This design comes from an exercise in tuning for small area, a short achievable clock period and few clock cycles per item on the open sky130 flow, not from production work. The RTL was checked by simulation tests, not by an equivalence proof against the original design. Power and IR drop assume default switching activity.

==> design.v <==
module bit_modulator (
    input  wire        clk,
    input  wire        rst,           
    input  wire        cmd_valid,
    output wire        cmd_ready,
    input  wire [2:0]  cmd_op,        
    input  wire [47:0] cmd_ts,        
    input  wire [31:0] cmd_fps,       
    input  wire [6:0]  cmd_len,       
    input  wire [63:0] cmd_code,      
    output reg         rsp_valid,
    output reg         rsp_status,    
    output reg         ev_valid,      
    output reg         ev_bit,
    output wire        active,
    output reg  [1:0]  phase,         
    output reg  [5:0]  bit_index,
    output reg         cur_valid,     
    output reg         cur_bit,
    output wire        color,         
    output reg  [31:0] meas_fps       
);
    localparam PH_IDLE = 2'd0;
    localparam PH_CAL  = 2'd1;
    localparam PH_RUN  = 2'd2;
    localparam M_NORM = 4'd0;    
    localparam M_CDIV = 4'd1;    
    localparam M_CSEL = 4'd2;    
    localparam M_CST1 = 4'd3;    
    localparam M_CST2 = 4'd4;    
    localparam M_LOOP = 4'd5;    
    localparam M_LA   = 4'd6;    
    localparam M_LB   = 4'd7;    
    localparam M_LC   = 4'd8;    
    localparam M_FIN  = 4'd9;    
    reg        ready_q;
    reg        s1_v;
    reg        s1_start_ok, s1_start_bad, s1_tick, s1_stop;
    reg        s1_multi;      
    reg        s1_c1, s1_c2, s1_c0;
    reg [47:0] s1_ts;
    reg [3:0]  mode;
    reg [63:0] code;
    reg [6:0]  len;
    reg        t_lo, t_hi;
    reg [47:0] cal_t0;        
    reg [5:0]  cal_count;
    reg [48:0] nb, nb2;       
    reg [49:0] Q;             
    reg [22:0] R;             
    reg [22:0] a;
    reg [22:0] s;             
    reg        cq;            
    reg        more;          
    reg        lup;           
    reg        lfit;          
    reg [5:0]  lvl;           
    reg [6:0]  rmod;          
    reg [5:0]  idx0;          
    reg [47:0] fps_t0;        
    reg [47:0] epoch;         
    reg [15:0] fps_count;
    reg [4:0]  dcnt;
    assign cmd_ready = ready_q;
    assign active    = (phase != PH_IDLE);
    assign color     = cur_valid & cur_bit;
    wire accept = cmd_valid & ready_q;
    wire [23:0] sd    = {1'b0, s} - {1'b0, R};
    wire [22:0] s_n   = cq ? (sd[22:0] + a) : sd[22:0];
    wire        cq_n  = (s_n < R);
    wire [50:0] nsum  = {2'b00, nb2} + {1'b0, Q} + {50'd0, cq};
    wire [48:0] nsum_sat = {|nsum[50:48], nsum[47:0]};
    wire        t_ns  = !nsum_sat[48] && (s1_ts >= nsum_sat[47:0]);
    wire [5:0]  idx_inc  = (bit_index == len[5:0] - 6'd1) ? 6'd0 : bit_index + 6'd1;
    wire        bit_inc  = code[idx_inc];
    wire [23:0] r2    = {R, 1'b0};
    wire [23:0] r2d   = r2 - {1'b0, a};
    wire        r2ge  = !r2d[23];
    wire [22:0] R_dbl = r2ge ? r2d[22:0] : r2[22:0];
    wire [49:0] Q_dbl = {Q[48:0], r2ge};
    wire [23:0] rh    = {1'b0, R} + (Q[0] ? {1'b0, a} : 24'd0);
    wire [22:0] R_hlv = rh[23:1];
    wire [49:0] Q_hlv = {1'b0, Q[49:1]};
    wire [7:0]  rm2   = {rmod, 1'b0};
    wire [7:0]  rm2p  = rm2 + 8'd1;
    wire [5:0]  len_m2 = (len == 7'd1) ? 6'd0 : len[5:0] - 6'd2;
    wire [15:0] fps_next = fps_count + 16'd1;
    wire [47:0] fps_el   = s1_ts - fps_t0;
    wire        fps_win  = (fps_el >= 48'd1000000);
    wire        m_120  = (cal_t0 <= 48'd500000);
    wire        m_30   = (cal_t0 >= 48'd2000000);
    wire [1:0]  mult_m = (cal_t0 <= 48'd666666) ? 2'd3 : (cal_t0 <= 48'd1000000) ? 2'd2 : 2'd1;
    wire [22:0] e3     = {1'b0, cal_t0[21:0]} + {cal_t0[21:0], 1'b0};
    wire [21:0] xm     = (mult_m == 2'd3) ? e3[21:0] : (mult_m == 2'd2) ? {cal_t0[20:0], 1'b0} : cal_t0[21:0];
    wire [22:0] mr2    = {nb2[21:0], 1'b0};
    wire [22:0] mrd    = mr2 - {1'b0, cal_t0[21:0]};
    wire        mge    = !mrd[22];
    wire [6:0]  d6     = {s[21:16], s[15]};
    wire        d6ge   = (d6 >= 7'd60);
    wire [5:0]  d6r    = d6ge ? (d6 - 7'd60) : d6[5:0];
    wire [22:0] mq     = meas_fps[22:0];
    wire        m_le_t = (a > mq) || ((a == mq) && (nb2[21:0] == 22'd0));
    wire norm      = (mode == M_NORM);
    wire run_tick  = norm && s1_v && s1_tick && phase == PH_RUN;
    wire cal_tick  = norm && s1_v && s1_tick && phase == PH_CAL;
    wire step_1    = run_tick && !s1_multi && s1_c1;
    wire loop_last = (mode == M_LOOP) && !more;
    wire stp       = step_1 || loop_last || (mode == M_CST2);
    wire fin_norm  = norm && !(s1_v && s1_multi);
    wire in_len_bad = (cmd_len == 7'd0) || (cmd_len > 7'd64);
    wire in_start   = accept && (cmd_op == 3'd1) && !in_len_bad;
    wire in_tick    = (cmd_op == 3'd2);
    wire signed [31:0] in_fps = cmd_fps;
    wire [1:0] in_mt = (in_fps >= 32'sd5898240) ? 2'd3 : (in_fps >= 32'sd3932160) ? 2'd2 : 2'd1;
    wire g_nb  = !nb[48]       && (cmd_ts >= nb[47:0]);
    wire g_nb2 = !nb2[48]      && (cmd_ts >= nb2[47:0]);
    wire g_ns  = !nsum_sat[48] && (cmd_ts >= nsum_sat[47:0]);
    wire l_t0  = (cmd_ts < cal_t0);
    wire p_c1  = stp ? g_nb2 : g_nb;
    wire p_c2  = stp ? g_ns  : g_nb2;
    wire p_c0  = stp ? !g_nb : l_t0;
    wire [1:0] ph_next = (mode == M_CST2) ? PH_RUN :
                         (norm && s1_v && s1_start_ok) ? PH_CAL :
                         (norm && s1_v && s1_stop) ? PH_IDLE : phase;
    wire [5:0] cnt_next = (norm && s1_v && s1_start_ok) ? 6'd0 :
                          cal_tick ? cal_count + 6'd1 : cal_count;
    wire p_multi = in_tick && ((ph_next == PH_RUN && (p_c2 || p_c0)) ||
                               (ph_next == PH_CAL && cnt_next == 6'd59));
    task respond(input status, input ev, input bitv);
        begin
            rsp_valid  <= 1'b1;
            rsp_status <= status;
            ev_valid   <= ev;
            ev_bit     <= bitv;
        end
    endtask
    task step_idx;
        begin
            nb        <= nb2;
            nb2       <= nsum_sat;
            s         <= s_n;
            cq        <= cq_n;
            cal_t0    <= nb[47:0];
            bit_index <= idx_inc;
            cur_bit   <= bit_inc;
        end
    endtask
    always @(posedge clk) begin
        if (rst) begin
            s1_v <= 1'b0;
        end else if (ready_q) begin
            s1_v         <= accept;
            s1_start_ok  <= (cmd_op == 3'd1) && !in_len_bad;
            s1_start_bad <= (cmd_op == 3'd1) && in_len_bad;
            s1_tick      <= in_tick;
            s1_stop      <= (cmd_op == 3'd3);
            s1_multi     <= p_multi;
            s1_c1        <= p_c1;
            s1_c2        <= p_c2;
            s1_c0        <= p_c0;
            s1_ts        <= cmd_ts;
        end
    end
    always @(posedge clk) begin
        rsp_valid <= 1'b0;
        if (rst) begin
            ready_q    <= 1'b1;
            mode       <= M_NORM;
            phase      <= PH_IDLE;
            bit_index  <= 6'd0;
            cur_valid  <= 1'b0;
            cur_bit    <= 1'b0;
            meas_fps   <= 32'd0;
            rsp_status <= 1'b0;
            ev_valid   <= 1'b0;
            ev_bit     <= 1'b0;
        end else begin
            ready_q <= !(accept && p_multi);
            if (phase == PH_CAL && lvl[4] == 1'b0 && norm) begin
                R   <= R_dbl;
                Q   <= Q_dbl;
                lvl <= lvl + 6'd1;
            end
            case (mode)
            M_NORM: if (s1_v) begin
                if (s1_start_bad) begin
                    respond(1'b1, 1'b0, 1'b0);
                end else if (s1_start_ok) begin
                    phase     <= PH_CAL;
                    fps_t0    <= s1_ts;
                    cal_count <= 6'd0;
                    bit_index <= 6'd0;
                    cur_valid <= 1'b0;
                    cur_bit   <= 1'b0;
                    meas_fps  <= 32'd0;
                    fps_count <= 16'd0;
                    respond(1'b0, 1'b0, 1'b0);
                end else if (s1_stop) begin
                    phase     <= PH_IDLE;
                    bit_index <= 6'd0;
                    cur_valid <= 1'b0;
                    cur_bit   <= 1'b0;
                    meas_fps  <= 32'd0;
                    fps_count <= 16'd0;
                    respond(1'b0, 1'b0, 1'b0);
                end else if (cal_tick) begin
                    cal_count <= cal_count + 6'd1;
                    if (s1_multi) begin                  
                        cal_t0    <= fps_el;             
                        epoch     <= s1_ts;
                        fps_t0    <= s1_ts;
                        fps_count <= 16'd0;
                        meas_fps  <= 32'd0;
                        nb2       <= 49'd468750;         
                        dcnt      <= 5'd0;
                        mode      <= M_CDIV;
                        ready_q   <= 1'b0;
                    end else begin
                        respond(1'b0, 1'b0, 1'b0);
                    end
                end else if (run_tick) begin
                    fps_count <= fps_next;
                    if (fps_win) begin
                        meas_fps  <= {fps_next, 16'd0};
                        fps_count <= 16'd0;
                        fps_t0    <= s1_ts;
                    end
                    if (s1_c0) begin
                        nb2       <= {1'b0, epoch};
                        s         <= 23'd0;
                        idx0      <= bit_index;
                        bit_index <= len_m2;
                        lvl       <= 6'd0;
                        rmod      <= 7'd0;
                        lup       <= 1'b1;
                        mode      <= M_LA;
                        ready_q   <= 1'b0;
                    end else if (s1_c1) begin
                        step_idx;
                        if (s1_c2) begin
                            idx0    <= bit_index;
                            lvl     <= 6'd0;
                            more    <= t_ns;
                            mode    <= M_LOOP;
                            ready_q <= !t_ns;
                        end else begin
                            respond(1'b0, len != 7'd1, bit_inc);
                        end
                    end else begin
                        respond(1'b0, 1'b0, 1'b0);
                    end
                end else begin
                    respond(1'b0, 1'b0, 1'b0);
                end
            end
            M_CDIV: begin
                ready_q <= 1'b0;
                dcnt <= dcnt + 5'd1;
                if (dcnt == 5'd0) begin
                    s <= {1'b0, xm};
                end else if (dcnt <= 5'd16) begin
                    s <= {1'b0, d6r, s[14:0], d6ge};
                end
                nb2      <= {27'd0, mge ? mrd[21:0] : mr2[21:0]};
                meas_fps <= {meas_fps[30:0], mge};
                if (m_120 || m_30 || dcnt == 5'd22)
                    mode <= M_CSEL;
            end
            M_CSEL: begin
                ready_q <= 1'b0;
                if (m_120)
                    meas_fps <= 32'd7864320;
                else if (m_30)
                    meas_fps <= 32'd1966080;
                if (t_lo || m_30 || (m_120 && t_hi)) begin
                    a  <= 23'd3;                        
                    Q  <= 50'd33333;
                    R  <= 23'd1;
                    cq <= 1'b1;
                end else if (!m_120 && (t_hi || m_le_t)) begin
                    a  <= 23'd60;                       
                    Q  <= {34'd0, s[15:0]};
                    R  <= {17'd0, s[21:16]};
                    cq <= (s[21:16] != 6'd0);
                end else begin
                    cq <= (R != 23'd0);                 
                end
                nb2  <= {1'b0, epoch};                  
                s    <= 23'd0;
                mode <= M_CST1;
            end
            M_CST1: begin
                ready_q <= 1'b1;                        
                nb   <= nb2;
                nb2  <= nsum_sat;
                s    <= s_n;
                cq   <= cq_n;
                mode <= M_CST2;
            end
            M_CST2: begin
                nb        <= nb2;
                nb2       <= nsum_sat;
                s         <= s_n;
                cq        <= cq_n;
                phase     <= PH_RUN;
                bit_index <= 6'd0;
                cur_valid <= 1'b1;
                cur_bit   <= code[0];
                cal_t0    <= epoch;
                respond(1'b0, 1'b1, code[0]);
                mode      <= M_NORM;
            end
            M_LOOP: begin
                if (more && lvl == 6'd31) begin
                    lvl     <= 6'd0;
                    rmod    <= 7'd0;
                    lup     <= 1'b1;
                    mode    <= M_LA;
                    ready_q <= 1'b0;
                end else begin
                    step_idx;
                    lvl <= lvl + 6'd1;
                    if (!more) begin
                        respond(1'b0, idx_inc != idx0, bit_inc);
                        mode <= M_NORM;
                    end else begin
                        more    <= t_ns;
                        ready_q <= !t_ns;
                    end
                end
            end
            M_LA: begin
                ready_q <= 1'b0;
                cq   <= (s < R);
                mode <= M_LB;
            end
            M_LB: begin
                ready_q <= 1'b0;
                nb   <= nsum_sat;
                lfit <= t_ns;
                mode <= M_LC;
            end
            M_LC: begin
                ready_q <= 1'b0;
                mode <= M_LA;
                if (lup) begin
                    if (lfit) begin
                        Q   <= Q_dbl;
                        R   <= R_dbl;
                        lvl <= lvl + 6'd1;
                    end else if (lvl == 6'd0) begin
                        mode <= M_FIN;
                    end else begin
                        Q   <= Q_hlv;
                        R   <= R_hlv;
                        lvl <= lvl - 6'd1;
                        lup <= 1'b0;
                    end
                end else begin
                    if (lfit) begin
                        nb2  <= nb;
                        s    <= s_n;
                        rmod <= (rm2p >= {1'b0, len}) ? rm2p[6:0] - len : rm2p[6:0];
                    end else begin
                        rmod <= (rm2 >= {1'b0, len}) ? rm2[6:0] - len : rm2[6:0];
                    end
                    if (lvl == 6'd0) begin
                        mode <= M_FIN;
                    end else begin
                        Q   <= Q_hlv;
                        R   <= R_hlv;
                        lvl <= lvl - 6'd1;
                    end
                end
            end
            M_FIN: begin
                ready_q   <= 1'b0;
                bit_index <= ({1'b0, bit_index} + rmod >= len) ? ({1'b0, bit_index} + rmod - len) : ({1'b0, bit_index} + rmod);
                cq   <= (s < R);
                more <= 1'b1;
                lvl  <= 6'd0;
                mode <= M_LOOP;
            end
            default: mode <= M_NORM;
            endcase
            if (in_start) begin
                code <= cmd_code;
                len  <= cmd_len;
                t_lo <= (in_fps <= 32'sd1966080);       
                t_hi <= (in_fps >= 32'sd7864320);       
                a    <= cmd_fps[22:0];
                Q    <= 50'd0;
                R    <= (in_mt == 2'd3) ? 23'd3000000 : (in_mt == 2'd2) ? 23'd2000000 : 23'd1000000;
                lvl  <= 6'd0;
            end
        end
    end
endmodule
==> run.sh <==
#!/bin/bash
# synth_recipe.tcl (not shown) runs the flow's synth.tcl, then flattens the netlist and writes it again
# the make line also repeats each setting of config.mk as NAME=value (left out here)
make -C /OpenROAD-flow-scripts/flow DESIGN_CONFIG=/design/flow/config.mk WORK_HOME=/design/flow/orfs CLKGATE_MAP_FILE= SYNTH_SCRIPT=/design/flow/synth_recipe.tcl finish
==> config.mk <==
export PLATFORM = sky130hd
export DESIGN_NAME = bit_modulator
export DESIGN_NICKNAME = bit_modulator
export VERILOG_FILES = /design/flow/design.v
export SDC_FILE = /design/flow/constraint.sdc
export NUM_CORES = 4
export LEC_CHECK = 0
export ABC_CLOCK_PERIOD_IN_PS = 4000
export CAP_MARGIN = 20
export CORE_MARGIN = 2
export CORE_UTILIZATION = 40
export PLACE_DENSITY = 0.6
export SETUP_SLACK_MARGIN = 5
export SLEW_MARGIN = 20
==> constraint.sdc <==
create_clock -name core_clock -period 10.0 [get_ports {clk}]
set_input_delay 2.0000 -clock core_clock [delete_from_list [all_inputs] [get_ports {clk}]]
set_output_delay 2.0000 -clock core_clock [all_outputs]
set_load 0.01 [all_outputs]
==> results_dict.tcl, run 1 <==
set metrics [dict create \
    fillers 11871 \
    yosysWarnings 1 \
    ys.flop_type "edfxtp_1" \
    drive_gt1_frac 0.0932 \
    slew_viol_final 0 \
    ant_nets 0 \
    switching_share 0.298 \
    hp-class "reg2reg" \
    rsz0062_at_grt "yes" \
    wl_met3_mm 12.2 \
    yosys.area_share.adder 0.153 \
    syn_area_mm2 0.0495 \
    drc 0 \
    initialDrtViolationCount 4241 \
    yosys.area_share.simple 0.150 \
    avgSynthCellArea_um2 9.00 \
    htreeDepth 3 \
    synth_compound_area_frac 0.233 \
    core_mm2 0.123 \
    sequentialPowerShare 0.397 \
    clock_sinks 591 \
    setup_viol 0 \
    period_share 0.597 \
    ys_types 100 \
    overflow 0 \
    cp_max_fo 4 \
    insertion_delay_ns 0.68 \
    power.total_mw 7.13 \
    wl_per_cell_um 23.7 \
    syn_to_final_growth_pct 16.2 \
    max-clock-path-buffers 3 \
    peakVddDrop_mv 0.126 \
    regToRegStartpoint "cq" \
    leakage_nw 23.4 \
    grt_max_degree 80 \
    wl_mm 175 \
    grt_pass1_vias 42584 \
    grt_pass1_wl_mm 263 \
    top_layer_used "met4" \
    cts_buffers 75 \
    final_util 0.467 \
    gp_congestion 0.942 \
    intPower_mw 5.01 \
    fmaxAchievable_mhz 168 \
    comb_power_share 0.209 \
    track_usage 0.269 \
    netlist.area_leader.share 0.327 \
    maxSlewHeadroom 0.242 \
    root_buffer "clkbuf_16" \
    cp-start-kind "flip-flop" \
    multi_input_area_mm2 0.0310 \
    dr.pass1.iters 7 \
    max_cap_viol_count 0 \
    cts_tree "built" \
    die_w_um 356 \
    skew_ns 0.0357 \
    p_clk_frac 0.394 \
    die_h_um 356 \
    num_rows 129 \
    place_hpwl_mm 131 \
    synthMuxAreaShare 0.0208 \
    synth-xor-area-share 0.0458 \
    fin_area_mm2 0.0576 \
    synth.most_common_cell "ha_1" \
    status "timing/DRC/antenna clean" \
    synth-seq-area-share 0.348 \
    hold_buffers 0 \
    synth_common_cells "ha_1, edfxtp_1, a21oi_1, nor2_1, inv_1" \
    dr_wl_met2_mm 82.9 \
    startpoint "cq" \
    nets 6447 \
    power.switching_mw 2.12 \
    synthCells 5504 \
    end_kind "flip-flop" \
    hold_start "rsp_status" \
    min_period_ns 5.97 \
    clk_pin_slew_ns 0.06 \
    vias 44420 \
    antenna_found_initial 1 \
    synth-async-reset-ratio 0 \
    whs_ns 0.476 \
    vias_per_cell 6.01 \
    synth_area_leader_cell "edfxtp_1" \
    setup_tns_ns 0 \
    path_class "reg2reg" \
    synth_top_family_by_area "compound AO/OA/AOI/OAI gates" \
    wl_met1_mm 73.7 \
    dpl_cell_area_mm2 0.0536 \
    worst_slew_pin_slew_ns 1.13 \
    die_area_mm2 0.127 \
    initial_utilization 0.402 \
    io_buffer_count 205 \
    ff_latch_area_mm2 0.0172 \
    ios 206 \
    synth_seq_cells 591 \
    synth_edf_count 540 \
    critPathRequiredTime_ns 10.55 \
    cp_data_arrival_time_ns 6.52 \
    synth_area_leaders "edfxtp_1, ha_1, a21oi_1" \
    report.final.hold_viol_count 0 \
    antenna_cells 0 \
    p_per_area_mw_per_mm2 124 \
    synth.net_count 6259 \
    ff2ff_setup_slack_ns 4.03 \
]
## logic make-up after synthesis
kind of cell,count (synthesis)
compound gates,1762
xor+xnor,259
fa+ha+maj,598
buf+inv,650
flops,591
mux,94
simple gates,1550
## placed cells by master (no fill, tap or decap), drive strengths merged, types with 25 or more instances in the layout
master,Yosys,layout
ha,585,585
edfxtp,540,540
a21oi,517,517
nor2,448,449
inv,418,423
nand2,416,416
o21ai,367,367
a21o,204,204
clkdlybuf4s50,0,204
xnor2,152,152
buf,31,137
nand3,117,117
a211oi,111,111
xor2,107,107
nand4,101,101
clkbuf,201,101
nor3,95,95
a22oi,81,81
mux2i,75,75
nand2b,68,68
nor2b,63,63
and2,60,60
dfxtp,51,51
o21a,48,48
o211ai,44,44
a31oi,44,44
nor4,41,41
o31ai,36,36
and3,35,35
o22ai,34,34
a222oi,33,33
o21bai,32,32
a221oi,29,29
o221ai,25,25
## state kept, by name, indices dropped and copies added, names as in the netlist, 16 cells and up
signal	cells
Q	50
R	23
a	23
cal_t0	48
code	64
epoch	48
fps_count	16
fps_t0	48
meas_fps	32
nb	49
nb2	49
s	23
s1_ts	48
## path summary, 6_finish.rpt
path                              endpoint  cells past startpoint
worst max-delay path               ready_q                     27
worst min-delay path            rsp_status                      2
worst max register to register     ready_q                     27
worst min register to register  rsp_status                      2
## layer usage
metal,track usage,vias up
li1,-,20897
met1,0.354,21503
met2,0.448,1672
met3,0.0384,348
met4,0.0981,0
met5,0,-
## power groups by stage
stage          registers [mW]  clock network [mW]  logic [mW]
2_1_floorplan            2.85                   0       0.939
3_3_place_gp             2.88                   0        1.34
3_5_place_dp             2.88                   0        1.35
4_1_cts                  2.83                2.86        1.43
5_1_grt                  2.84                2.95        1.63
6_report                 2.83                2.81        1.49
## worst max-delay path, cell delays in order, from the launching register on
cell and delay, ns:
edfxtp_1 0.42, buf_12 0.16, fa_2 0.36, a21oi_4 0.17
o22ai_4 0.09, o21ai_2 0.19, a21oi_2 0.08, o22a_2 0.26
a41oi_4 0.34, o21ai_4 0.11, a21oi_2 0.21, nor2b_2 0.07
o21ai_2 0.17, mux2i_1 0.28, nor2b_2 0.11, ha_1 0.31
nand4_1 0.10, nor2_2 0.14, o21ai_1 0.09, nor4_2 0.26
o2111ai_1 0.17, o211ai_1 0.38, a21oi_2 0.15, o31a_1 0.33
nor3_4 0.27, o211ai_1 0.17, a221o_1 0.29, o32a_1 0.16
## per-stage QoR
stage                     worst slack [ns]  cells
after global placement                3.17   7175
after floorplan                       4.79   5504
final                                 4.03   7391
after global routing                  3.77   7391
after CTS                             4.08   7359
after detailed placement              2.93   7176
## cell type report
| cell class | instances | area share |
|---|---|---|
| multi-input cells | 4264 | 0.539 |
| flip-flops and latches | 591 | 0.299 |
| repair buffers | 342 | 0.0552 |
| clock buffers | 101 | 0.0367 |
| well taps | 1637 | 0.0356 |
| inverters | 418 | 0.0273 |
| clock inverters | 38 | 0.00641 |
## repair_timing
action / in CTS / in global routing
cloned: 1 / 1
setup endpoints to repair: 105 / 171
pin swaps: 46 / 63
setup buffers: 43 / 31
resized for setup: 88 / 72
hold endpoints to repair: 0 / 0
Testbench counts, summed over its fixed seeds: cycles 8,042, commands 6,776.
==> run 2: changes to the inputs <==
--- a/design.v
+++ b/design.v
@@ -34,4 +34,5 @@
     localparam M_LC   = 4'd8;    
     localparam M_FIN  = 4'd9;    
+    localparam M_CST3 = 4'd10;   
     reg        ready_q;
     reg        s1_v;
@@ -46,5 +47,5 @@
     reg [47:0] cal_t0;        
     reg [5:0]  cal_count;
-    reg [48:0] nb, nb2;       
+    reg [48:0] nb, nb2, nb3;  
     reg [49:0] Q;             
     reg [22:0] R;             
@@ -54,5 +55,4 @@
     reg        more;          
     reg        lup;           
-    reg        lfit;          
     reg [5:0]  lvl;           
     reg [6:0]  rmod;          
@@ -69,7 +69,8 @@
     wire [22:0] s_n   = cq ? (sd[22:0] + a) : sd[22:0];
     wire        cq_n  = (s_n < R);
-    wire [50:0] nsum  = {2'b00, nb2} + {1'b0, Q} + {50'd0, cq};
+    wire [50:0] nsum  = {2'b00, nb3} + {1'b0, Q} + {50'd0, cq};
     wire [48:0] nsum_sat = {|nsum[50:48], nsum[47:0]};
-    wire        t_ns  = !nsum_sat[48] && (s1_ts >= nsum_sat[47:0]);
+    wire [48:0] tx_ref = (mode == M_LC) ? nb : nb3;
+    wire        t_x   = !tx_ref[48] && (s1_ts >= tx_ref[47:0]);
     wire [5:0]  idx_inc  = (bit_index == len[5:0] - 6'd1) ? 6'd0 : bit_index + 6'd1;
     wire        bit_inc  = code[idx_inc];
@@ -84,5 +85,5 @@
     wire [7:0]  rm2   = {rmod, 1'b0};
     wire [7:0]  rm2p  = rm2 + 8'd1;
-    wire [5:0]  len_m2 = (len == 7'd1) ? 6'd0 : len[5:0] - 6'd2;
+    wire [5:0]  len_m3 = (len == 7'd1) ? 6'd0 : (len == 7'd2) ? 6'd1 : len[5:0] - 6'd3;
     wire [15:0] fps_next = fps_count + 16'd1;
     wire [47:0] fps_el   = s1_ts - fps_t0;
@@ -93,10 +94,14 @@
     wire [22:0] e3     = {1'b0, cal_t0[21:0]} + {cal_t0[21:0], 1'b0};
     wire [21:0] xm     = (mult_m == 2'd3) ? e3[21:0] : (mult_m == 2'd2) ? {cal_t0[20:0], 1'b0} : cal_t0[21:0];
-    wire [22:0] mr2    = {nb2[21:0], 1'b0};
-    wire [22:0] mrd    = mr2 - {1'b0, cal_t0[21:0]};
-    wire        mge    = !mrd[22];
-    wire [6:0]  d6     = {s[21:16], s[15]};
-    wire        d6ge   = (d6 >= 7'd60);
-    wire [5:0]  d6r    = d6ge ? (d6 - 7'd60) : d6[5:0];
+    wire [23:0] mr4    = {nb2[21:0], 2'b00};
+    wire [23:0] md1    = mr4 - {2'b00, cal_t0[21:0]};
+    wire [23:0] md2    = mr4 - {1'b0, cal_t0[21:0], 1'b0};
+    wire [23:0] md3    = mr4 - {1'b0, e3};
+    wire [1:0]  mdig   = !md3[23] ? 2'd3 : !md2[23] ? 2'd2 : !md1[23] ? 2'd1 : 2'd0;
+    wire [21:0] mrem   = !md3[23] ? md3[21:0] : !md2[23] ? md2[21:0] : !md1[23] ? md1[21:0] : mr4[21:0];
+    wire [7:0]  d6     = {s[21:16], s[15:14]};
+    wire [1:0]  d6q    = (d6 >= 8'd180) ? 2'd3 : (d6 >= 8'd120) ? 2'd2 : (d6 >= 8'd60) ? 2'd1 : 2'd0;
+    wire [7:0]  d6s    = d6 - ((d6q == 2'd3) ? 8'd180 : (d6q == 2'd2) ? 8'd120 : (d6q == 2'd1) ? 8'd60 : 8'd0);
+    wire [5:0]  d6r    = d6s[5:0];
     wire [22:0] mq     = meas_fps[22:0];
     wire        m_le_t = (a > mq) || ((a == mq) && (nb2[21:0] == 22'd0));
@@ -106,5 +111,5 @@
     wire step_1    = run_tick && !s1_multi && s1_c1;
     wire loop_last = (mode == M_LOOP) && !more;
-    wire stp       = step_1 || loop_last || (mode == M_CST2);
+    wire stp       = step_1 || loop_last || (mode == M_CST3);
     wire fin_norm  = norm && !(s1_v && s1_multi);
     wire in_len_bad = (cmd_len == 7'd0) || (cmd_len > 7'd64);
@@ -115,10 +120,10 @@
     wire g_nb  = !nb[48]       && (cmd_ts >= nb[47:0]);
     wire g_nb2 = !nb2[48]      && (cmd_ts >= nb2[47:0]);
-    wire g_ns  = !nsum_sat[48] && (cmd_ts >= nsum_sat[47:0]);
+    wire g_nb3 = !nb3[48]      && (cmd_ts >= nb3[47:0]);
     wire l_t0  = (cmd_ts < cal_t0);
     wire p_c1  = stp ? g_nb2 : g_nb;
-    wire p_c2  = stp ? g_ns  : g_nb2;
+    wire p_c2  = stp ? g_nb3 : g_nb2;
     wire p_c0  = stp ? !g_nb : l_t0;
-    wire [1:0] ph_next = (mode == M_CST2) ? PH_RUN :
+    wire [1:0] ph_next = (mode == M_CST3) ? PH_RUN :
                          (norm && s1_v && s1_start_ok) ? PH_CAL :
                          (norm && s1_v && s1_stop) ? PH_IDLE : phase;
@@ -138,5 +143,6 @@
         begin
             nb        <= nb2;
-            nb2       <= nsum_sat;
+            nb2       <= nb3;
+            nb3       <= nsum_sat;
             s         <= s_n;
             cq        <= cq_n;
@@ -212,5 +218,5 @@
                         fps_count <= 16'd0;
                         meas_fps  <= 32'd0;
-                        nb2       <= 49'd468750;         
+                        nb2       <= 49'd234375;         
                         dcnt      <= 5'd0;
                         mode      <= M_CDIV;
@@ -227,8 +233,8 @@
                     end
                     if (s1_c0) begin
-                        nb2       <= {1'b0, epoch};
+                        nb3       <= {1'b0, epoch};
                         s         <= 23'd0;
                         idx0      <= bit_index;
-                        bit_index <= len_m2;
+                        bit_index <= len_m3;
                         lvl       <= 6'd0;
                         rmod      <= 7'd0;
@@ -241,7 +247,7 @@
                             idx0    <= bit_index;
                             lvl     <= 6'd0;
-                            more    <= t_ns;
+                            more    <= t_x;
                             mode    <= M_LOOP;
-                            ready_q <= !t_ns;
+                            ready_q <= !t_x;
                         end else begin
                             respond(1'b0, len != 7'd1, bit_inc);
@@ -259,10 +265,10 @@
                 if (dcnt == 5'd0) begin
                     s <= {1'b0, xm};
-                end else if (dcnt <= 5'd16) begin
-                    s <= {1'b0, d6r, s[14:0], d6ge};
+                end else if (dcnt <= 5'd8) begin
+                    s <= {1'b0, d6r, s[13:0], d6q};
                 end
-                nb2      <= {27'd0, mge ? mrd[21:0] : mr2[21:0]};
-                meas_fps <= {meas_fps[30:0], mge};
-                if (m_120 || m_30 || dcnt == 5'd22)
+                nb2      <= {27'd0, mrem};
+                meas_fps <= {meas_fps[29:0], mdig};
+                if (m_120 || m_30 || dcnt == 5'd11)
                     mode <= M_CSEL;
             end
@@ -286,19 +292,21 @@
                     cq <= (R != 23'd0);                 
                 end
-                nb2  <= {1'b0, epoch};                  
+                nb3  <= {1'b0, epoch};                  
                 s    <= 23'd0;
                 mode <= M_CST1;
             end
-            M_CST1: begin
-                ready_q <= 1'b1;                        
+            M_CST1, M_CST2: begin
+                ready_q <= (mode == M_CST2);            
                 nb   <= nb2;
-                nb2  <= nsum_sat;
+                nb2  <= nb3;
+                nb3  <= nsum_sat;
                 s    <= s_n;
                 cq   <= cq_n;
-                mode <= M_CST2;
+                mode <= (mode == M_CST1) ? M_CST2 : M_CST3;
             end
-            M_CST2: begin
+            M_CST3: begin
                 nb        <= nb2;
-                nb2       <= nsum_sat;
+                nb2       <= nb3;
+                nb3       <= nsum_sat;
                 s         <= s_n;
                 cq        <= cq_n;
@@ -307,5 +315,5 @@
                 cur_valid <= 1'b1;
                 cur_bit   <= code[0];
-                cal_t0    <= epoch;
+                cal_t0    <= nb[47:0];                  
                 respond(1'b0, 1'b1, code[0]);
                 mode      <= M_NORM;
@@ -325,6 +333,6 @@
                         mode <= M_NORM;
                     end else begin
-                        more    <= t_ns;
-                        ready_q <= !t_ns;
+                        more    <= t_x;
+                        ready_q <= !t_x;
                     end
                 end
@@ -338,5 +346,4 @@
                 ready_q <= 1'b0;
                 nb   <= nsum_sat;
-                lfit <= t_ns;
                 mode <= M_LC;
             end
@@ -345,5 +352,5 @@
                 mode <= M_LA;
                 if (lup) begin
-                    if (lfit) begin
+                    if (t_x) begin
                         Q   <= Q_dbl;
                         R   <= R_dbl;
@@ -358,6 +365,6 @@
                     end
                 end else begin
-                    if (lfit) begin
-                        nb2  <= nb;
+                    if (t_x) begin
+                        nb3  <= nb;
                         s    <= s_n;
                         rmod <= (rm2p >= {1'b0, len}) ? rm2p[6:0] - len : rm2p[6:0];
==> flow/run.sh (new file) <==
#!/bin/bash
set -euo pipefail
bash standard.sh SETUP_SLACK_MARGIN=6.5 finish > standard_flow.log 2>&1
==> standard.sh (new file) <==
#!/bin/bash
# synth_recipe.tcl (not shown) runs the flow's synth.tcl, then flattens the netlist and writes it again
# the make line also repeats each setting of config.mk as NAME=value (left out here)
make -C /OpenROAD-flow-scripts/flow DESIGN_CONFIG=/design/flow/config.mk WORK_HOME=/design/flow/orfs CLKGATE_MAP_FILE= SYNTH_SCRIPT=/design/flow/synth_recipe.tcl "${@:-finish}"
--- a/config.mk
+++ b/config.mk
@@ -11,4 +11,3 @@
 export CORE_UTILIZATION = 40
 export PLACE_DENSITY = 0.6
-export SETUP_SLACK_MARGIN = 5
 export SLEW_MARGIN = 20
removed: run.sh
==> results_dict.tcl, run 2 <==
set metrics [dict create \
    end_kind "flip-flop" \
    skew_ns 0.0317 \
    core_mm2 0.135 \
    whs_ns 0.464 \
    cp_slowest_cell "edfxtp_1" \
    clock_sinks 639 \
    overflow 0 \
    hp-class "reg2reg" \
    place_inst 7985 \
    drive_gt1_frac 0.220 \
    max_cap_viol_count 0 \
    critPathRequiredTime_ns 10.43 \
    top_register "code" \
    setup_tns_ns 0 \
    multi_input_area_mm2 0.0376 \
    slowest_delay_ns 0.47 \
    die_h_um 373 \
    clk_pin_slew_ns 0.06 \
    status "timing/DRC/antenna clean" \
    cts_buffers 81 \
    netlist.area_leader.share 0.324 \
    cts_tree "built" \
    stdcell_count 8642 \
    leakage_nw 29.4 \
    insertion_delay_ns 0.71 \
    track_usage 0.300 \
    dr.pass1.iters 8 \
    ys_types 109 \
    yosysWarnings 1 \
    hold_buffers 0 \
    p_per_area_mw_per_mm2 110 \
    maxSlewHeadroom 0.285 \
    initialDrtViolationCount 5371 \
    synth_edf_count 588 \
    synthCells 6181 \
    synth-seq-area-share 0.342 \
    place_hpwl_mm 150 \
    peakVddDrop_mv 0.123 \
    ys.flop_type "edfxtp_1" \
    num_rows 135 \
    synth.net_count 6984 \
    htreeDepth 3 \
    ios 206 \
    avgSynthCellArea_um2 8.83 \
    die_area_mm2 0.139 \
    nets 7592 \
    wl_per_cell_um 25.5 \
    final_cell_mix "edfxtp_1, ha_1, nor2_1" \
    synth_area_leaders "edfxtp_1, ha_1, a21oi_1" \
    grt_pass1_vias 50049 \
    die_w_um 373 \
    synth_seq_cells 639 \
    path_class "reg2reg" \
    vias_per_cell 6.12 \
    period_share 0.604 \
    cp-start-kind "flip-flop" \
    grt_pass1_wl_mm 321 \
    drc 0 \
    synth-async-reset-ratio 0 \
    worst_slew_pin_slew_ns 1.07 \
    min_period_ns 6.04 \
    fillers 12189 \
    fin_area_mm2 0.0715 \
    initial_utilization 0.403 \
    wl_mm 220 \
    gp_congestion 1.00 \
    syn_to_final_growth_pct 30.9 \
    synth.most_common_cell "ha_1" \
    power.total_mw 7.83 \
    syn_area_mm2 0.0546 \
    fmaxAchievable_mhz 166 \
    ff_latch_area_mm2 0.0187 \
    synth_common_cells "ha_1, a21oi_1, edfxtp_1, nor2_1, nand2_1" \
    antenna_found_initial 7 \
    report.final.hold_viol_count 0 \
    vias 52896 \
    largest_reg_flops 64 \
    cp_max_fo 3 \
    setup_viol 0 \
    dpl_cell_area_mm2 0.0590 \
    rsz0062_at_grt "yes" \
    max-clock-path-buffers 3 \
    slew_viol_final 0 \
    final_common_cell "edfxtp_1" \
    top_regs "code: 64 flops, Q: 50 flops" \
    synth_area_leader_cell "edfxtp_1" \
    grt_max_degree 69 \
    io_buffer_count 205 \
    cp_data_arrival_time_ns 6.47 \
    root_buffer "clkbuf_16" \
    ant_nets 0 \
]
run 2: cell count changes in the layout (fill, tap and decap cells not counted), moves of 67 or more:
cell,before,now
o21ai_1,10,77
a21oi_2,26,110
buf_6,4,119
nor2_1,436,543
buf_4,127,325
clkdlybuf4s50_1,204,104
nand2_1,411,506
run 2: cells by family (layout without fill, tap and decap cells):
kind of cell / count (synthesis) / after routing / share of synthesized area
flops: 639 / 639 / 0.342
buf+inv: 684 / 1356 / 0.0481
other cells: 0 / 3 / 0
fa+ha+maj: 646 / 646 / 0.150
compound gates: 1945 / 1945 / 0.228
xor+xnor: 296 / 296 / 0.0475
simple gates: 1855 / 1860 / 0.159
mux: 116 / 116 / 0.0244
run 2: path summary, 6_finish.rpt:
| kind | slack (ns) | from | depth (start not counted) | to |
|---|---|---|---|---|
| worst max-delay path | 3.96 | s[1] | 29 | cq |
| worst max register to register | 3.96 | s[1] | 29 | cq |
| worst min-delay path | 0.46 | ev_valid | 2 | ev_valid |
| worst min register to register | 0.46 | ev_valid | 2 | ev_valid |
run 2: what timing repair did:
item | CTS | global route
hold endpoints to repair | 0 | 0
setup endpoints to repair | 824 | 647
pin swaps | 329 | 230
resized for setup | 1044 | 367
setup buffers | 301 | 139
cloned | 54 | 8
run 2: power by group:
part / leakage, nW / internal [mW] / switching [mW]
Sequential: 5.88 / 2.97 / 0.0832
Combinational: 22.2 / 0.722 / 0.902
Clock: 1.36 / 1.85 / 1.31
Total: 29.4 / 5.54 / 2.30
run 2: worst max-delay path: cells and delay by family, from the launching register on:
family,cells,cell delay (ns)
AO/OA/AOI/OAI,16,3.02
XOR/XNOR,2,0.30
adder cells (fa/ha/maj),3,0.84
buffers and inverters,1,0.08
flip-flops,1,0.47
multiplexers,1,0.29
AND/OR/NAND/NOR,6,0.78
run 2: layout make-up:
cell class | instances | share of cell area
sequential | 639 | 0.262
inverter | 436 | 0.0235
tap | 1781 | 0.0312
clock inverter | 51 | 0.00795
antenna | 3 | 0.000105
clock buffer | 101 | 0.0310
multi-input combinational | 4863 | 0.526
timing repair buffer | 768 | 0.118
run 2: routing by layer:
| layer | global-route usage | wire length, um |
|---|---|---|
| met2 | 0.483 | 101000 |
| met4 | 0.152 | 12400 |
| met3 | 0.0452 | 17000 |
| met5 | 0 | 26 |
| met1 | 0.391 | 89800 |
run 2: through the flow:
stage	setup slack (ns)	util
detailed placement	3.28	0.435
floorplan	4.25	-
global placement	3.22	0.435
finish	3.96	0.528
global route	3.79	0.527
CTS	4.11	0.507
Testbench counts of run 2, summed over its fixed seeds: cycles 7,799, commands 6,776.
==> run 3: changes to the inputs <==
==> run.sh (new file) <==
#!/bin/bash
# synth_recipe.tcl (not shown) runs the flow's synth.tcl, then flattens the netlist and writes it again
# the make line also repeats each setting of config.mk as NAME=value (left out here)
make -C /OpenROAD-flow-scripts/flow DESIGN_CONFIG=/design/flow/config.mk WORK_HOME=/design/flow/orfs CLKGATE_MAP_FILE= SYNTH_SCRIPT=/design/flow/synth_recipe.tcl finish
--- a/config.mk
+++ b/config.mk
@@ -11,3 +11,4 @@
 export CORE_UTILIZATION = 40
 export PLACE_DENSITY = 0.6
+export SETUP_SLACK_MARGIN = 5
 export SLEW_MARGIN = 20
removed: flow/run.sh
removed: standard.sh
==> results_dict.tcl, run 3 <==
set metrics [dict create \
    status "timing/DRC/antenna clean" \
    drive_gt1_frac 0.0972 \
    ys_types 109 \
    ios 206 \
    synth.net_count 6984 \
    report.final.hold_viol_count 0 \
    gp_congestion 0.966 \
    hp-class "reg2reg" \
    initialDrtViolationCount 4985 \
    p_per_area_mw_per_mm2 117 \
    initial_utilization 0.403 \
    largest_reg_flops 64 \
    cpLargestDelayFamily "compound AO/OA/AOI/OAI gates" \
    syn_to_final_growth_pct 16.5 \
    synth-xor-area-share 0.0475 \
    synth.most_common_cell "ha_1" \
    die_w_um 373 \
    synth-async-reset-ratio 0 \
    fmaxAchievable_mhz 168 \
    root_buffer "clkbuf_16" \
    nets 7213 \
    slew_viol_final 0 \
    skew_ns 0.0290 \
    clk_pin_slew_ns 0.07 \
    synth_common_cells "ha_1, a21oi_1, edfxtp_1, nor2_1, nand2_1" \
    ff2ff_path_depth 29 \
    synth_area_leaders "edfxtp_1, ha_1, a21oi_1" \
    io_buffer_count 205 \
    end_kind "flip-flop" \
    netlist.area_leader.share 0.324 \
    wl_mm 203 \
    ff2ff_setup_slack_ns 4.05 \
    grt_pass1_vias 46992 \
    ant_nets 0 \
    synth_compound_area_frac 0.228 \
    cp-start-kind "flip-flop" \
    syn_area_mm2 0.0546 \
    synth_seq_cells 639 \
    critPathRequiredTime_ns 10.43 \
    vias 49842 \
    core_mm2 0.135 \
    synthMuxAreaShare 0.0244 \
    multi_input_area_mm2 0.0346 \
    power.total_mw 7.43 \
    path_buf_inv 1 \
    insertion_delay_ns 0.70 \
    yosysWarnings 1 \
    slowest_delay_ns 0.42 \
    synth_area_leader_cell "edfxtp_1" \
    peakVddDrop_mv 0.136 \
    vias_per_cell 6.03 \
    synth_edf_count 588 \
    max_cap_viol_count 0 \
    place_inst 7981 \
    final_cell_mix "ha_1, edfxtp_1, a21oi_1" \
    ff_latch_area_mm2 0.0187 \
    cts_buffers 80 \
    num_rows 135 \
    cp_max_fo 4 \
    worst_slew_pin_slew_ns 1.03 \
    setup_tns_ns 0 \
    yosys.area_share.adder 0.150 \
    antenna_found_initial 4 \
    final_common_cell "ha_1" \
    overflow 0 \
    top_register "code" \
    synthCells 6181 \
    top_regs "code: 64 flops, Q: 50 flops" \
    max-clock-path-buffers 3 \
    grt_pass1_wl_mm 298 \
    setup_viol 0 \
    grt_max_degree 78 \
    min_path_cells 2 \
    place_hpwl_mm 149 \
    cts_tree "built" \
    path_common_cell "o21ai_2" \
    leakage_nw 26.0 \
    yosys.area_share.simple 0.159 \
    htreeDepth 3 \
    ys.flop_type "edfxtp_1" \
    min_period_ns 5.95 \
    hold_buffers 0 \
    cp_slowest_cell "edfxtp_1" \
    track_usage 0.278 \
    cp_data_arrival_time_ns 6.38 \
    rsz0062_at_grt "yes" \
    fillers 13044 \
    stdcell_count 8259 \
    maxSlewHeadroom 0.313 \
    synth_top_family_by_area "compound AO/OA/AOI/OAI gates" \
    period_share 0.595 \
    die_h_um 373 \
    dr.pass1.iters 6 \
    avgSynthCellArea_um2 8.83 \
    path_depth 29 \
    path_class "reg2reg" \
    wl_per_cell_um 24.5 \
    synth-seq-area-share 0.342 \
    die_area_mm2 0.139 \
    drc 0 \
    clock_sinks 639 \
]
run 3: cell count changes in the layout (fill, tap and decap cells not counted), sizes merged, moves of 2 or more:
cell	delta
buf	-388
clkdlybuf4s50	+97
dlygate4sd2	-51
clkbuf	-17
clkdlybuf4s15	-13
bufbuf	-8
clkinv	-8
clkinvlp	+2
run 3: layout make-up:
cell class                      instances  share of cell area
Clock buffer                          100              0.0338
Multi-Input combinational cell       4863               0.544
Clock inverter                         46             0.00880
Sequential cell                       639               0.294
Timing Repair Buffer                  390              0.0578
Tap cell                             1781              0.0350
Antenna cell                            4            0.000157
Inverter                              436              0.0262
run 3: worst paths after layout:
kind | endpoint | startpoint
setup / recovery | cq | R[0]
hold / removal | ev_valid | ev_valid
setup reg to reg | cq | R[0]
hold reg to reg | ev_valid | ev_valid
run 3: metal layers:
| layer | global-route usage | up-vias | wire length [um] |
|---|---|---|---|
| li1 | - | 23409 | - |
| met1 | 0.369 | 24077 | 85600 |
| met2 | 0.455 | 1978 | 93900 |
| met3 | 0.0358 | 378 | 14200 |
| met4 | 0.114 | 0 | 8920 |
| met5 | 0 | - | 0 |
run 3: metrics by stage:
stage	utilization	hold WS, ns	cell area (um2)	setup WS, ns
6_report	0.469	0.452	63600	4.05
5_1_grt	0.469	0.465	63600	3.78
2_1_floorplan	-	0.445	54900	4.25
4_1_cts	0.463	0.452	62700	4.16
3_5_place_dp	0.434	0.445	58800	3.04
3_3_place_gp	0.434	0.442	58700	3.20
run 3: repair_timing:
action	in CTS	in global routing
cloned	8	2
pin swaps	58	48
resized for setup	156	98
buffers inserted	65	53
endpoints found under the setup margin	377	300
run 3: power by group:
group          leakage, nW  internal, mW  total (mW)  switching, mW
Sequential            5.87          2.97        3.05         0.0855
Combinational         18.8         0.532        1.30          0.764
Clock                 1.32          1.80        3.08           1.28
Total                 26.0          5.30        7.43           2.13
run 3: kinds of logic (layout without fill, tap and decap cells):
kind of cell / after synthesis / in the layout
muxes: 116 / 116
adders and majority gates: 646 / 646
and+or+nand+nor: 1855 / 1859
other: 0 / 4
DFF: 639 / 639
xor gates and xnor gates: 296 / 296
buffers and inverters: 684 / 972
AOI/OAI and AO/OA: 1945 / 1946
run 3: worst min-delay path: stages, from the launching register on:
cell	delay, ns
dfxtp_1	0.31
nand2_1	0.05
a21oi_1	0.05
==> run 4: changes to the inputs <==
--- a/design.v
+++ b/design.v
@@ -53,4 +53,5 @@
     reg [22:0] s;             
     reg        cq;            
+    reg [22:0] aR;            
     reg        more;          
     reg        lup;           
@@ -67,6 +68,9 @@
     wire accept = cmd_valid & ready_q;
     wire [23:0] sd    = {1'b0, s} - {1'b0, R};
-    wire [22:0] s_n   = cq ? (sd[22:0] + a) : sd[22:0];
-    wire        cq_n  = (s_n < R);
+    wire [23:0] sa    = {1'b0, s} + {1'b0, aR};
+    wire [24:0] sar   = {2'b00, s} + {2'b00, aR} - {2'b00, R};
+    wire [24:0] s2r   = {2'b00, s} - {1'b0, R, 1'b0};
+    wire [22:0] s_n   = cq ? sa[22:0] : sd[22:0];
+    wire        cq_n  = cq ? sar[24] : s2r[24];       
     wire [50:0] nsum  = {2'b00, nb3} + {1'b0, Q} + {50'd0, cq};
     wire [48:0] nsum_sat = {|nsum[50:48], nsum[47:0]};
@@ -97,5 +101,5 @@
     wire [23:0] md1    = mr4 - {2'b00, cal_t0[21:0]};
     wire [23:0] md2    = mr4 - {1'b0, cal_t0[21:0], 1'b0};
-    wire [23:0] md3    = mr4 - {1'b0, e3};
+    wire [23:0] md3    = mr4 - {1'b0, nb[22:0]};
     wire [1:0]  mdig   = !md3[23] ? 2'd3 : !md2[23] ? 2'd2 : !md1[23] ? 2'd1 : 2'd0;
     wire [21:0] mrem   = !md3[23] ? md3[21:0] : !md2[23] ? md2[21:0] : !md1[23] ? md1[21:0] : mr4[21:0];
@@ -264,11 +268,13 @@
                 dcnt <= dcnt + 5'd1;
                 if (dcnt == 5'd0) begin
-                    s <= {1'b0, xm};
-                end else if (dcnt <= 5'd8) begin
-                    s <= {1'b0, d6r, s[13:0], d6q};
+                    s  <= {1'b0, xm};
+                    nb <= {26'd0, e3};                  
+                end else begin
+                    if (dcnt <= 5'd8)
+                        s <= {1'b0, d6r, s[13:0], d6q};
+                    nb2      <= {27'd0, mrem};
+                    meas_fps <= {meas_fps[29:0], mdig};
                 end
-                nb2      <= {27'd0, mrem};
-                meas_fps <= {meas_fps[29:0], mdig};
-                if (m_120 || m_30 || dcnt == 5'd11)
+                if (m_120 || m_30 || dcnt == 5'd12)
                     mode <= M_CSEL;
             end
@@ -283,4 +289,5 @@
                     Q  <= 50'd33333;
                     R  <= 23'd1;
+                    aR <= 23'd2;
                     cq <= 1'b1;
                 end else if (!m_120 && (t_hi || m_le_t)) begin
@@ -288,6 +295,8 @@
                     Q  <= {34'd0, s[15:0]};
                     R  <= {17'd0, s[21:16]};
+                    aR <= 23'd60 - {17'd0, s[21:16]};
                     cq <= (s[21:16] != 6'd0);
                 end else begin
+                    aR <= a - R;
                     cq <= (R != 23'd0);                 
                 end
@@ -341,4 +350,5 @@
                 ready_q <= 1'b0;
                 cq   <= (s < R);
+                aR   <= a - R;
                 mode <= M_LB;
             end
@@ -385,4 +395,5 @@
                 bit_index <= ({1'b0, bit_index} + rmod >= len) ? ({1'b0, bit_index} + rmod - len) : ({1'b0, bit_index} + rmod);
                 cq   <= (s < R);
+                aR   <= a - R;
                 more <= 1'b1;
                 lvl  <= 6'd0;
--- a/config.mk
+++ b/config.mk
@@ -11,4 +11,4 @@
 export CORE_UTILIZATION = 40
 export PLACE_DENSITY = 0.6
-export SETUP_SLACK_MARGIN = 5
+export SETUP_SLACK_MARGIN = 4
 export SLEW_MARGIN = 20
==> results_dict.tcl, run 4 <==
set metrics [dict create \
    synth_area_leader_cell "edfxtp_1" \
    top_regs "code: 64 flops, Q: 50 flops" \
    yosysWarnings 1 \
    synth_area_leaders "edfxtp_1, ha_1, a21oi_1" \
    min_period_ns 5.84 \
    setup_tns_ns 0 \
    cp_data_arrival_time_ns 6.24 \
    stdcell_count 8437 \
    peakVddDrop_mv 0.148 \
    fillers 13893 \
    wl_mm 210 \
    period_share 0.584 \
    ant_nets 0 \
    dr.pass1.iters 6 \
    status "timing/DRC/antenna clean" \
    hp-class "reg2reg" \
    antenna_found_initial 3 \
    initial_utilization 0.402 \
    grt_max_degree 92 \
    synth.most_common_cell "ha_1" \
    place_hpwl_mm 159 \
    io_buffer_count 205 \
    core_mm2 0.143 \
    place_inst 8272 \
    worstReg2RegEnd "R[1]" \
    cp-start-kind "flip-flop" \
    grt_pass1_wl_mm 310 \
    clock_sinks 662 \
    vias_per_cell 6.09 \
    skew_ns 0.0408 \
    report.final.hold_viol_count 0 \
    grt_pass1_vias 48523 \
    initialDrtViolationCount 5070 \
    final_util 0.450 \
    hold_buffers 0 \
    max-clock-path-buffers 3 \
    die_h_um 383 \
    root_buffer "clkbuf_16" \
    worst_slack_ns 4.16 \
    maxSlewHeadroom 0.170 \
    nets 7335 \
    worst_slew_pin_slew_ns 1.24 \
    die_w_um 383 \
    leakage_nw 26.5 \
    whs_ns 0.467 \
    final_common_cell "ha_1" \
    avgSynthCellArea_um2 9.05 \
    ff2ff_setup_slack_ns 4.16 \
    synth-seq-area-share 0.337 \
    regToRegStartpoint "mode[3]" \
    vias 51409 \
    synth-async-reset-ratio 0 \
    largest_reg_flops 64 \
    dpl_cell_area_mm2 0.0615 \
    slew_viol_final 0 \
    drc 0 \
    ys.flop_type "edfxtp_1" \
    max_cap_viol_count 0 \
    fin_area_mm2 0.0643 \
    overflow 0 \
    htreeDepth 3 \
    wl_per_cell_um 24.9 \
    track_usage 0.277 \
    synth_edf_count 611 \
    power.total_mw 16.4 \
    path_class "reg2reg" \
    ios 206 \
    insertion_delay_ns 0.71 \
    cp_max_fo 56 \
    synth_seq_cells 662 \
    final_cell_mix "ha_1, a21oi_1, edfxtp_1" \
    synthCells 6344 \
    endpoint "R[1]" \
    gp_congestion 0.980 \
    netlist.area_leader.share 0.320 \
    die_area_mm2 0.147 \
    top_register "code" \
    end_kind "flip-flop" \
    setup_viol 0 \
    fmaxAchievable_mhz 171 \
    rsz0062_at_grt "no" \
    cts_tree "built" \
    synth_common_cells "ha_1, a21oi_1, edfxtp_1, nor2_1, inv_1" \
    place_ws_ns 3.55 \
    syn_area_mm2 0.0574 \
    drive_gt1_frac 0.0579 \
    p_per_area_mw_per_mm2 255 \
    cts_buffers 84 \
    clk_pin_slew_ns 0.06 \
    synth.net_count 7218 \
    critPathRequiredTime_ns 10.41 \
    startpoint "mode[3]" \
    ys_types 117 \
    syn_to_final_growth_pct 12.0 \
    ff2ff_path_depth 21 \
    num_rows 139 \
]
## run 4: cell types whose count changed in the layout (fill, tap and decap cells not counted), sizes merged, moves of 38 or more
cell	delta
o211ai	-48
a21oi	+38
o21ai	-89
inv	+64
nand2	-141
a211oi	+44
a21o	+47
buf	-99
ha	+48
o221ai	+46
## run 4: layout make-up
cell class,instances,area [um2],share of cell area
clock inverter,49,408,0.00634
tap,1903,2380,0.0370
antenna,4,10.0,0.000156
inverter,502,1890,0.0293
sequential,662,19400,0.301
multi-input combinational,4922,35300,0.549
timing repair buffer,289,2690,0.0419
clock buffer,106,2280,0.0354
## run 4: power by group
part / leakage, nW / internal [mW] / switching, mW
clock network: 1.30 / 1.74 / 1.33
registers: 6.07 / 3.76 / 0.731
logic: 19.1 / 3.40 / 5.41
total: 26.5 / 8.91 / 7.47
## run 4: logic make-up after synthesis
family                   after synthesis  synth area share
buffers and inverters                760            0.0537
adder cells (fa/ha/maj)              717             0.161
AO/OA/AOI/OAI                       2066             0.238
AND/OR/NAND/NOR                     1751             0.146
XOR/XNOR                             306            0.0471
flip-flops                           662             0.337
multiplexers                          82            0.0162
## run 4: how the worst min path moves through the flow
stage / depth (start not counted) / from / end
after floorplan: 0 / s1_ts[0] / epoch[0]
final: 2 / rsp_status / rsp_status
after global placement: 2 / rsp_status / rsp_status
after CTS: 2 / rsp_status / rsp_status
after global routing: 2 / rsp_status / rsp_status
after detailed placement: 2 / rsp_status / rsp_status
## run 4: critical path, cell delays in order (launching register included)
cell	delay, ns
dfxtp_1	0.31
buf_4	0.30
nor2b_2	0.41
nand2_8	0.26
buf_4	0.43
nand2_1	0.13
o21ai_0	0.09
ha_1	0.29
nand2b_1	0.14
a21o_1	0.17
a21oi_1	0.19
o221ai_1	0.14
o31ai_1	0.42
a2111o_1	0.30
a211o_1	0.14
buf_4	0.31
or2_4	0.44
nand3_1	0.29
o22ai_1	0.29
nor3_1	0.06
o21ai_0	0.20
a21oi_1	0.09
## run 4: timing repair
| item | in CTS | in global routing |
|---|---|---|
| pin swaps | 0 | 2 |
| setup endpoints to repair | 61 | 107 |
| resized for setup | 5 | 13 |
| setup buffers | 0 | 6 |
## run 4: layer usage
metal | up-vias | routed length (um) | GRT usage
li1 | 23864 | - | -
met1 | 25071 | 87400 | 0.364
met2 | 2070 | 96800 | 0.448
met3 | 404 | 15300 | 0.0363
met4 | 0 | 10700 | 0.136
met5 | - | 0 | 0
Testbench counts of run 4, summed over its fixed seeds: cycles 7,824, commands 6,776.
==> run 5: changes to the inputs <==
--- a/config.mk
+++ b/config.mk
@@ -11,4 +11,4 @@
 export CORE_UTILIZATION = 40
 export PLACE_DENSITY = 0.6
-export SETUP_SLACK_MARGIN = 4
+export SETUP_SLACK_MARGIN = 3
 export SLEW_MARGIN = 20
==> results_dict.tcl, run 5 <==
set metrics [dict create \
    wl_per_cell_um 24.9 \
    largest_reg_flops 64 \
    root_buffer "clkbuf_16" \
    cts_tree "built" \
    cpLargestDelayFamily "simple AND/OR/NAND/NOR gates" \
    die_w_um 383 \
    synth_seq_cells 662 \
    min_period_ns 6.51 \
    status "timing/DRC/antenna clean" \
    synth.most_common_cell "ha_1" \
    synth_area_leader_cell "edfxtp_1" \
    place_hpwl_mm 159 \
    top_regs "code: 64 flops, Q: 50 flops" \
    drive_gt1_frac 0.0563 \
    die_h_um 383 \
    intPower_mw 9.04 \
    synth_common_cells "ha_1, a21oi_1, edfxtp_1, nor2_1, inv_1" \
    insertion_delay_ns 0.72 \
    peakVddDrop_mv 0.164 \
    vias_per_cell 6.07 \
    clock_sinks 662 \
    syn_area_mm2 0.0574 \
    startpoint "mode[0]" \
    comb_power_share 0.532 \
    core_mm2 0.143 \
    top_register "code" \
    io_buffer_count 205 \
    setup_viol 0 \
    initialDrtViolationCount 5192 \
    nets 7326 \
    place_inst 8270 \
    stdcell_count 8426 \
    max-clock-path-buffers 3 \
    wl_mm 210 \
    setup_tns_ns 0 \
    overflow 0 \
    path_class "reg2reg" \
    max_cap_viol_count 0 \
    ant_nets 0 \
    maxSlewHeadroom 0.133 \
    dr.pass1.iters 6 \
    synth_area_leaders "edfxtp_1, ha_1, a21oi_1" \
    place_ws_ns 3.18 \
    cp-start-kind "flip-flop" \
    synthCells 6344 \
    ys_types 117 \
    ff_latch_area_mm2 0.0194 \
    track_usage 0.279 \
    grt_pass1_wl_mm 312 \
    worst_slack_ns 3.49 \
    gp_congestion 0.980 \
    grt_pass1_vias 48427 \
    leakage_nw 26.5 \
    netlist.area_leader.share 0.320 \
    worst_slew_pin_slew_ns 1.30 \
    cp_max_fo 86 \
    cp_data_arrival_time_ns 6.92 \
    fillers 13880 \
    syn_to_final_growth_pct 12.1 \
    cts_buffers 83 \
    sequentialPowerShare 0.273 \
    slowest_delay_ns 0.77 \
    final_util 0.450 \
    ys.flop_type "edfxtp_1" \
    die_area_mm2 0.147 \
    htreeDepth 3 \
    final_cell_mix "ha_1, a21oi_1, edfxtp_1" \
    whs_ns 0.462 \
    post_cts_buffers 0 \
    switching_share 0.454 \
    rsz0062_at_grt "no" \
    synth-seq-area-share 0.337 \
    drc 0 \
    slew_viol_final 0 \
    power.switching_mw 7.51 \
    multi_input_area_mm2 0.0352 \
    critPathRequiredTime_ns 10.41 \
    yosysWarnings 1 \
    grt_max_degree 87 \
    synth-async-reset-ratio 0 \
    avgSynthCellArea_um2 9.05 \
    path_buf_inv 2 \
    hp-class "reg2reg" \
    ios 206 \
    regToRegStartpoint "mode[0]" \
    synth_edf_count 611 \
    skew_ns 0.0362 \
    antenna_found_initial 2 \
    worstPathCellList "nor2_1 > nand2_4 > buf_4 > nor2_1 > a21oi_1 > ha_1 > a21o_1 > a21o_1 > a2111oi_0 > o31ai_1 > nand4b_1 > nor3_1 > a211o_2 > nor2_4 > buf_4 > nor2_1 > a221oi_1 > a21oi_1 > nand2_1 > a21oi_1" \
    report.final.hold_viol_count 0 \
    clk_pin_slew_ns 0.06 \
    hold_start "rsp_status" \
    synth.net_count 7218 \
    num_rows 139 \
    vias 51144 \
    fmaxAchievable_mhz 154 \
    period_share 0.651 \
    cp_slowest_cell "buf_4" \
    p_per_area_mw_per_mm2 257 \
    initial_utilization 0.402 \
    p_clk_frac 0.196 \
    final_common_cell "ha_1" \
    end_kind "flip-flop" \
]
==> run 5: logic make-up after synthesis <==
kind of cell,after synthesis,share of synthesized area
multiplexers,82,0.0162
adder cells (fa/ha/maj),717,0.161
XOR/XNOR,306,0.0471
flip-flops,662,0.337
buffers and inverters,760,0.0537
AO/OA/AOI/OAI,2066,0.238
AND/OR/NAND/NOR,1751,0.146
==> run 5: repair_timing <==
action,in CTS,in global routing
hold buffers,0,0
setup endpoints to repair,0,53
resized for setup,0,4
endpoints found under the hold margin,0,0
==> run 5: per-layer routing <==
layer,part of all wire,track usage,up-vias
met5,0,0,-
met4,0.047,0.124,0
met3,0.069,0.0307,358
met2,0.46,0.457,2077
met1,0.42,0.370,24830
li1,-,-,23879
==> run 5: power groups by stage <==
stage                     Combinational, mW  Sequential (mW)  Clock [mW]
after detailed placement               8.61             4.54           0
after global placement                 8.48             4.54           0
after floorplan                        6.21             4.18           0
final                                  8.80             4.51        3.24
after global routing                   9.65             4.55        3.37
after CTS                              8.66             4.49        3.28
==> run 5: per-stage QoR <==
stage          instance area [um2]  total power, mW
3_3_place_gp                 61400             13.0
4_1_cts                      64300             16.4
3_5_place_dp                 61500             13.2
6_report                     64300             16.5
5_1_grt                      64300             17.6
2_1_floorplan                57400             10.4
==> run 5: cell type report <==
class                           count  share of cell area
Tap cell                         1903              0.0370
Clock inverter                     58             0.00988
Sequential cell                   662               0.301
Inverter                          502              0.0293
Antenna cell                        1           0.0000389
Clock buffer                       97              0.0344
Timing Repair Buffer              281              0.0408
Multi-Input combinational cell   4922               0.547
==> run 5: tightest hold or removal path, delay by kind of cell (launching register included) <==
kind | cells | cell delay, ns
AO/OA/AOI/OAI | 1 | 0.05
flip-flops | 1 | 0.31
AND/OR/NAND/NOR | 1 | 0.05
==> run 5: final timing paths <==
kind / end / slack [ns] / depth (start not counted)
setup / recovery: lvl[4] / 3.49 / 20
hold / removal: rsp_status / 0.46 / 2
hold reg to reg: rsp_status / 0.46 / 2
setup reg to reg: lvl[4] / 3.49 / 20
==> run 6: changes to the inputs <==
--- a/config.mk
+++ b/config.mk
@@ -11,4 +11,4 @@
 export CORE_UTILIZATION = 40
 export PLACE_DENSITY = 0.6
-export SETUP_SLACK_MARGIN = 3
+export SETUP_SLACK_MARGIN = 5
 export SLEW_MARGIN = 20
==> results_dict.tcl, run 6 <==
set metrics [dict create \
    status "timing/DRC/antenna clean" \
    min_period_ns 4.94 \
    track_usage 0.279 \
    clk_pin_slew_ns 0.06 \
    critPathRequiredTime_ns 10.40 \
    drc 0 \
    period_share 0.494 \
    htreeDepth 3 \
    leakage_nw 27.1 \
    gp_congestion 0.997 \
    die_area_mm2 0.147 \
    hold_start "rsp_status" \
    cts_tree "built" \
    worstReg2RegEnd "fps_t0[6]" \
    insertion_delay_ns 0.71 \
    slew_viol_final 0 \
    ff2ff_setup_slack_ns 5.06 \
    nets 7379 \
    setup_tns_ns 0 \
    num_rows 139 \
    rsz0062_at_grt "no" \
    core_mm2 0.143 \
    ff_latch_area_mm2 0.0194 \
    final_common_cell "ha_1" \
    power.switching_mw 7.62 \
    die_h_um 383 \
    max-clock-path-buffers 3 \
    vias 51839 \
    end_kind "flip-flop" \
    synth_area_leaders "edfxtp_1, ha_1, a21oi_1" \
    synth_seq_cells 662 \
    p_per_area_mw_per_mm2 256 \
    synthCells 6344 \
    avgSynthCellArea_um2 9.05 \
    multi_input_area_mm2 0.0359 \
    max_cap_viol_count 0 \
    grt_pass1_vias 49155 \
    switching_share 0.455 \
    synth.most_common_cell "ha_1" \
    synth-seq-area-share 0.337 \
    place_hpwl_mm 159 \
    vias_per_cell 6.11 \
    initialDrtViolationCount 5301 \
    fillers 13754 \
    fmaxAchievable_mhz 202 \
    wl_mm 213 \
    intPower_mw 9.14 \
    cts_buffers 82 \
    peakVddDrop_mv 0.190 \
    sequentialPowerShare 0.269 \
    synth_area_leader_cell "edfxtp_1" \
    syn_to_final_growth_pct 14.1 \
    cp-start-kind "flip-flop" \
    worst_slew_pin_slew_ns 1.18 \
    clock_sinks 662 \
    ff2ff_path_depth 18 \
    synth.net_count 7218 \
    initial_utilization 0.402 \
    synth_common_cells "ha_1, a21oi_1, edfxtp_1, nor2_1, inv_1" \
    cp_data_arrival_time_ns 5.34 \
    maxSlewHeadroom 0.212 \
    overflow 0 \
    die_w_um 383 \
    regToRegStartpoint "s1_ts[0]" \
    p_clk_frac 0.193 \
    final_cell_mix "ha_1, a21oi_1, edfxtp_1" \
    ios 206 \
    grt_max_degree 93 \
    worstHoldEndpoint "rsp_status" \
    grt_pass1_wl_mm 313 \
    root_buffer "clkbuf_16" \
    path_class "reg2reg" \
    netlist.area_leader.share 0.320 \
    top_register "code" \
    largest_reg_flops 64 \
    syn_area_mm2 0.0574 \
    hp-class "reg2reg" \
    antenna_found_initial 8 \
    min_path_cells 2 \
    ys.flop_type "edfxtp_1" \
    drive_gt1_frac 0.0762 \
    wl_per_cell_um 25.1 \
    dr.pass1.iters 8 \
    final_util 0.458 \
    report.final.hold_viol_count 0 \
    yosysWarnings 1 \
    io_buffer_count 205 \
    setup_viol 0 \
    whs_ns 0.482 \
    synth-async-reset-ratio 0 \
    ys_types 117 \
    cp_max_fo 41 \
    synth_edf_count 611 \
    top_regs "code: 64 flops, Q: 50 flops" \
    skew_ns 0.0267 \
    ant_nets 0 \
    comb_power_share 0.539 \
]
-- run 6: cell counts after synthesis --
Identical to the previous run, type by type.
-- run 6: cells by family after synthesis --
kind of cell	Yosys count	synth area share
XOR/XNOR	306	0.0471
multiplexers	82	0.0162
adder cells (fa/ha/maj)	717	0.161
AND/OR/NAND/NOR	1751	0.146
flip-flops	662	0.337
buffers and inverters	760	0.0537
AO/OA/AOI/OAI	2066	0.238
-- run 6: per-stage QoR --
| step | cell area (um2) | std cells | setup slack, ns | power (mW) |
|---|---|---|---|---|
| after global placement | 61500 | 8273 | 3.19 | 13.0 |
| after global routing | 65500 | 8478 | 4.96 | 17.8 |
| after detailed placement | 61500 | 8274 | 3.23 | 13.1 |
| after floorplan | 57500 | 6344 | 5.02 | 10.4 |
| after CTS | 64800 | 8440 | 5.01 | 16.5 |
| final | 65500 | 8478 | 5.06 | 16.8 |
-- run 6: how the worst max path moves through the flow --
stage                           from        end  slack, ns  depth (start not counted)
final                       s1_ts[0]  fps_t0[6]       5.06                         18
after global routing        s1_ts[0]  fps_t0[6]       4.96                         18
after CTS                   s1_ts[0]  fps_t0[6]       5.01                         18
after detailed placement  cmd_ts[45]    ready_q       3.23                         14
after global placement    cmd_ts[45]    ready_q       3.19                         14
after floorplan           cmd_len[3]    code[0]       5.02                          7
-- run 6: layout make-up --
| type | instances | area share |
|---|---|---|
| Antenna cell | 1 | 0.0000382 |
| Clock buffer | 106 | 0.0346 |
| Inverter | 502 | 0.0289 |
| Tap cell | 1903 | 0.0364 |
| Clock inverter | 47 | 0.00906 |
| Multi-Input combinational cell | 4926 | 0.548 |
| Sequential cell | 662 | 0.296 |
| Timing Repair Buffer | 331 | 0.0469 |
-- run 6: routing by layer --
metal,part of all wire,global-route usage
met5,0.00016,0
met4,0.051,0.130
met3,0.074,0.0379
met2,0.46,0.458
met1,0.41,0.363
-- run 6: worst max-delay path: stages, from the launching register on --
cell       delay [ns]
edfxtp_1         0.40
inv_1            0.10
ha_1             0.25
fa_2             0.48
nand2b_4         0.20
a211oi_4         0.30
or4_4            0.24
nand3_4          0.11
o21ai_4          0.30
a211oi_4         0.14
and2_4           0.21
a2111oi_4        0.33
nand4bb_1        0.21
nor4_4           0.28
buf_4            0.20
nand2_1          0.06
o21a_1           0.19
o31a_4           0.37
buf_12           0.19
-- run 6: timing repair --
action | 4_1_cts | 5_1_grt
setup endpoints to repair | 361 | 338
hold endpoints to repair | 0 | 0
buffers inserted | 10 | 35
hold buffers | 0 | 0
gates cloned | 3 | 1
gates resized for setup | 77 | 92
pin swaps | 12 | 31
-- run 6: power by group through the flow --
stage          registers (mW)  logic (mW)  clock network, mW
6_report                 4.50        9.03               3.23
5_1_grt                  4.54        9.85               3.36
4_1_cts                  4.48        8.74               3.27
3_5_place_dp             4.53        8.61                  0
3_3_place_gp             4.53        8.47                  0
2_1_floorplan            4.17        6.23                  0

-- port drivers added, routing unchanged --
How much do the figures lean on ideal ports? The routed layouts below were timed once more, with nothing changed but the port constraints. Step 1, drivers: a clkbuf_16 drives clk and a buf_2 each remaining input, both assumed. Step 2, shift: input delay + t, output delay - t, t = (earliest + latest rising clock arrival at the registers) / 2. This alone moves slack from input paths to output paths. a / b / c = ideal / step 1 / step 2; a / b = the first two.
run | t, ns | setup WS [ns]
run 1 | 0.733 | 4.035 / 4.035 / 4.035
run 2 | 0.778 | 3.958 / 3.958 / 3.958
run 3 | 0.758 | 4.053 / 4.053 / 4.053
run 4 | 0.773 | 4.165 / 4.165 / 3.581
run 5 | 0.783 | 3.490 / 3.490 / 3.191
run 6 | 0.780 | 5.058 / 5.058 / 4.376
After both steps setup and hold are still met in every run listed.
